Source: an optimization exercise on an open RTL-to-GDS flow (aim: small area, a short achievable clock period and few clock cycles per item). Production flows keep margins and buffers that such runs may drop.
In this exercise RTL edits were held to simulation tests only and were not proved equivalent to the original.

## lpc_synth
module lpc_synth (
    input  wire        clk,
    input  wire        rst,
    input  wire        in_valid,
    output wire        in_ready,
    input  wire        unvoiced,
    input  wire [7:0]  pitch,
    input  wire [9:0]  energy,
    input  wire [99:0] k,           
    output reg         out_valid,
    output wire [9:0]  out_sample
);
export LEC_CHECK = 0
export CAP_MARGIN = 20
export CORE_MARGIN = 2
export CORE_UTILIZATION = 40
export SLEW_MARGIN = 20
create_clock -name core_clock -period 12.0 [get_ports {clk}]
run.sh (not shown) runs the stock make flow with config.mk's settings and CLKGATE_MAP_FILE= SYNTH_SCRIPT=/design/flow/synth_recipe.tcl, a recipe that flattens the netlist after the stock synthesis.
Testbench counts at the start, summed over its fixed seeds: cycles 64,008, items 16,000.
Then changed:
Settings changed: SETUP_SLACK_MARGIN set to 5.
Effect:
- hold slack does not change
- register-to-register slack is about the same
- area after synthesis stays the same

== run 1 ==
Another version of the RTL of lpc_synth (not shown whole).
For scale: about 4000 cells after synthesis, ~450 flip-flops, roughly 130 I/O pins.
clock: 12.0 ns
lec_check: 0
cap_margin: 20
core_margin: 2
core_utilization: 40
slew_margin: 20
standard.sh (not shown) runs the stock make flow with config.mk's settings and CLKGATE_MAP_FILE= SYNTH_SCRIPT=/design/flow/synth_recipe.tcl, a recipe that flattens the netlist after the stock synthesis.
==> flow/flow/run.sh <==
#!/bin/bash
# The standard layout (the standard.sh: ORFS synthesis to finish, then
# the final DEF), with timing repair aiming 6.5 ns below the clock period so
# the resizer also works on paths that already meet the 12 ns clock.
set -o pipefail
bash standard.sh SETUP_SLACK_MARGIN=6.5 finish > standard.log 2>&1
Run 1: all stages complete, timing, DRC and antenna checks passed
Testbench counts of run 1, summed over its fixed seeds: cycles 64,008, items 16,000.
Setup changes, run 1 to run 2
==> flow/flow/run.sh <==
#!/bin/bash
# The standard layout (the standard.sh: ORFS synthesis to finish, then
# the final DEF), with timing repair aiming 7 ns below the clock period so
# the resizer also works on paths that already meet the 12 ns clock.
set -o pipefail
bash standard.sh SETUP_SLACK_MARGIN=7 finish > standard.log 2>&1
## What came out
- Taking run 1 as the reference point, the post-CTS setup buffer count of run 2 rises by 21.
- Run 2 vs run 1, final area went up by about 2.8%.
- Total placed instance area across run 1 and run 2: no real change.
- Re total area of sequential cells: run 1 was lower than run 2.
- Looking at origin of the worst setup path, the b_r[0][10] result is from run 1; the b_r[1][8] one comes from run 2.
- Run 2 vs run 1: fmax up by a few percent
- Taking run 1 as the reference, in run 2 non-clock buffer contribution to total cell area moved up, number of detailed-routing iterations run before antenna repair moved up, wire length of the first global-routing pass moved up.
For run 3, these inputs were changed with respect to run 2:
==> flow/flow/run.sh <==
#!/bin/bash
# The standard layout (the standard.sh: ORFS synthesis to finish, then
# the final DEF), with timing repair aiming 7 ns below the clock period so
# the resizer also works on paths that already meet the 12 ns clock, and
# max-slew/max-capacitance repair aiming 10% (not 20%) below the limits.
set -o pipefail
bash standard.sh SETUP_SLACK_MARGIN=7 CAP_MARGIN=10 SLEW_MARGIN=10 finish > standard.log 2>&1
--- outcome ---
There was hardly any difference in clock input transition at the sequential cells of the worst setup and hold paths between run 3 and run 2.
For cell area, run 2 and run 3 come out practically identical.
[run 3] hold-critical path depth rose 1 relative to run 2
The run showing the greater shortest clock period the worst path allows after layout is run 2.
Met2 global-route usage: run 3 lower than run 2
Run 3 vs. run 2: met1 routing resource usage after global routing did not really move; post-place setup slack went down.
Summary — non-clock buffer count, run 3 relative to run 2: higher, by 2.

lpc_synth, a different RTL version from the one above (not shown whole).
Size in the first run: roughly 4500 cells after synthesis, about 450 flip-flops, about 130 I/O pins, roughly 40000 sq um of cells after synthesis.
export LEC_CHECK = 0
export CAP_MARGIN = 20
export CORE_MARGIN = 2
export CORE_UTILIZATION = 40
export SLEW_MARGIN = 20
create_clock -name core_clock -period 12.0 [get_ports {clk}]
==> flow/flow/run.sh <==
#!/bin/bash
# The standard layout (the standard.sh: ORFS synthesis to finish, then
# the final DEF), with timing repair aiming 6 ns below the clock period so
# the resizer also works on paths that already meet the 12 ns clock.
set -o pipefail
bash standard.sh SETUP_SLACK_MARGIN=6 finish > standard.log 2>&1
The starting point finished clean.
Testbench counts at the start, summed over its fixed seeds: cycles 64,008, items 16,000.
Next try:
==> flow/run.sh (new file) <==
#!/bin/bash
# synth_recipe.tcl (not shown) runs the flow's synth.tcl, then flattens the netlist and writes it again
# the make line also repeats each setting of config.mk as NAME=value (left out here)
make -C /OpenROAD-flow-scripts/flow DESIGN_CONFIG=/design/flow/config.mk WORK_HOME=/design/flow/orfs CLKGATE_MAP_FILE= SYNTH_SCRIPT=/design/flow/synth_recipe.tcl finish
removed: flow/flow/run.sh
removed: flow/standard.sh
After rerunning:
- via count barely changes
- sequential share of layout area hardly moves
- hold slack barely changes
- worst setup slack is worse by 0.27 ns
- synthesized cell count stays the same

lpc_synth, a different RTL version from the one above (not shown whole).
For scale: roughly 0.043 mm² of cells after synthesis.
==> flow/config.mk <==
export PLATFORM = sky130hd
export DESIGN_NAME = lpc_synth
export DESIGN_NICKNAME = lpc_synth
export VERILOG_FILES = /design/flow/design.v
export SDC_FILE = /design/flow/constraint.sdc
export NUM_CORES = 4
export LEC_CHECK = 0
export CAP_MARGIN = 20
export CORE_MARGIN = 2
export CORE_UTILIZATION = 60
export PLACE_DENSITY = 0.75
export SLEW_MARGIN = 20
==> flow/constraint.sdc <==
create_clock -name core_clock -period 12.0 [get_ports {clk}]
set_input_delay 2.4000 -clock core_clock [delete_from_list [all_inputs] [get_ports {clk}]]
set_output_delay 2.4000 -clock core_clock [all_outputs]
set_load 0.01 [all_outputs]
run.sh (not shown) runs the stock make flow with config.mk's settings and CLKGATE_MAP_FILE= SYNTH_SCRIPT=/design/flow/synth_recipe.tcl, a recipe that flattens the netlist after the stock synthesis.
Stock flow here: none of the scripts above is used.
Testbench counts at the start, summed over its fixed seeds: cycles 64,008, items 16,000.
Next try:
--- a/flow/config.mk
+++ b/flow/config.mk
@@ -8,5 +8,4 @@
 export CAP_MARGIN = 20
 export CORE_MARGIN = 2
-export CORE_UTILIZATION = 60
-export PLACE_DENSITY = 0.75
+export CORE_UTILIZATION = 40
 export SLEW_MARGIN = 20
Effect:
- The changed run completed without violations
- synthesized cell count is unchanged
- setup slack is better by 0.048 ns
- hold slack is better by 0.0041 ns
- clock skew hardly moves
- die area climbs by about 50%
- routed wire length climbs by about 6%
- sequential share of layout area drops by 0.30 points
- final area climbs by 1.7%

## rev 12
lpc_synth, a different RTL version from the one above (not shown whole).
Size in the first run: ~3,900 cells after synthesis.
==> flow/config.mk <==
export PLATFORM = sky130hd
export DESIGN_NAME = lpc_synth
export DESIGN_NICKNAME = lpc_synth
export VERILOG_FILES = /design/flow/design.v
export SDC_FILE = /design/flow/constraint.sdc
export NUM_CORES = 4
export LEC_CHECK = 0
export CAP_MARGIN = 20
export CORE_MARGIN = 2
export CORE_UTILIZATION = 40
export SLEW_MARGIN = 20
==> flow/constraint.sdc <==
create_clock -name core_clock -period 12.0 [get_ports {clk}]
set_input_delay 2.4000 -clock core_clock [delete_from_list [all_inputs] [get_ports {clk}]]
set_output_delay 2.4000 -clock core_clock [all_outputs]
set_load 0.01 [all_outputs]
standard.sh (not shown) runs the stock make flow with config.mk's settings and CLKGATE_MAP_FILE= SYNTH_SCRIPT=/design/flow/synth_recipe.tcl, a recipe that flattens the netlist after the stock synthesis.
==> flow/flow/run.sh <==
#!/bin/bash
# The standard layout (the standard.sh: ORFS synthesis to finish, then
# the final DEF), with timing repair aiming 7.25 ns below the clock period so
# the resizer also works on paths that already meet the 12 ns clock, and
# max-slew/max-capacitance repair aiming 10% (not 20%) below the limits.
set -o pipefail
bash standard.sh SETUP_SLACK_MARGIN=7.25 CAP_MARGIN=10 SLEW_MARGIN=10 finish > standard.log 2>&1
Testbench counts of rev 12, summed over its fixed seeds: cycles 64,008, items 16,000.
The inputs of rev 13 differ from those of rev 12 as listed below.
==> flow/flow/run.sh <==
#!/bin/bash
# The standard layout (the standard.sh: ORFS synthesis to finish, then
# the final DEF), with timing repair aiming 7 ns below the clock period so
# the resizer also works on paths that already meet the 12 ns clock, and
# max-slew/max-capacitance repair aiming 10% (not 20%) below the limits.
set -o pipefail
bash standard.sh SETUP_SLACK_MARGIN=7 CAP_MARGIN=10 SLEW_MARGIN=10 finish > standard.log 2>&1
--- outcome ---
For total length of routed wires, rev 13 and rev 12 come out practically identical. On fraction of met1 tracks used by global routing, the higher figure sits with rev 12, not rev 13. Max relative area of non-clock buffer cells in the final design across rev 12 and rev 13: rev 12. Looking at count of non-CTS buffers in the layout across rev 12 and rev 13, the one that comes out higher is rev 12. Summary of rev 13 over rev 12: design area fell about 2.7%, post-synthesis to final-layout area growth fell 3.2 points. Summary of rev 13 over rev 12: post-cts repair resize count decreased by 135 relative to the old numbers.

## re-timing with driven ports
How much do the figures lean on ideal ports? The routed layouts below were timed once more, with nothing changed but the port constraints.
Step 1 assumes that a clkbuf_16 drives the clock port and a buf_2 every other input.
Step 2 times the ports against the registers' clock, not the clock port: input delays grow and output delays shrink by t, the midpoint of the rising clock arrivals with the driver on.
Slacks: no drivers / after step 1 / after step 2; pairs: no drivers / after step 1.
run	t (ns)	slack for setup (ns)	hold slack, ns	worst setup path at the end
the first run of note 1	0.714	5.504 / 5.504 / 5.504	0.425 / 0.425 / 0.425	register to register
the second run of note 1	0.714	5.504 / 5.504 / 5.504	0.425 / 0.425 / 0.425	register to register
run 1	0.708	6.737 / 6.737 / 6.203	0.450 / 0.450 / 0.450	input to register
run 2	0.698	6.917 / 6.917 / 6.501	0.449 / 0.449 / 0.449	input to register
run 3	0.717	7.004 / 7.004 / 6.401	0.449 / 0.449 / 0.449	input to register
the first run of note 3	0.707	6.475 / 6.475 / 6.233	0.455 / 0.455 / 0.455	input to register
the second run of note 3	0.707	6.204 / 6.204 / 6.204	0.453 / 0.453 / 0.453	register to register
the first run of note 4	0.682	5.044 / 5.044 / 5.044	0.468 / 0.468 / 0.468	register to register
the second run of note 4	0.721	5.092 / 5.092 / 5.092	0.472 / 0.472 / 0.472	register to register
rev 12	0.679	7.130 / 7.130 / 6.713	0.453 / 0.453 / 0.453	input to register
rev 13	0.686	7.050 / 6.988 / 6.504	0.424 / 0.424 / 0.424	input to register
After both steps setup and hold are still met in every run listed. For run 3, which loses most, drivers alone change the setup slack by 0.000 ns; drivers and shift together by -0.603 ns.
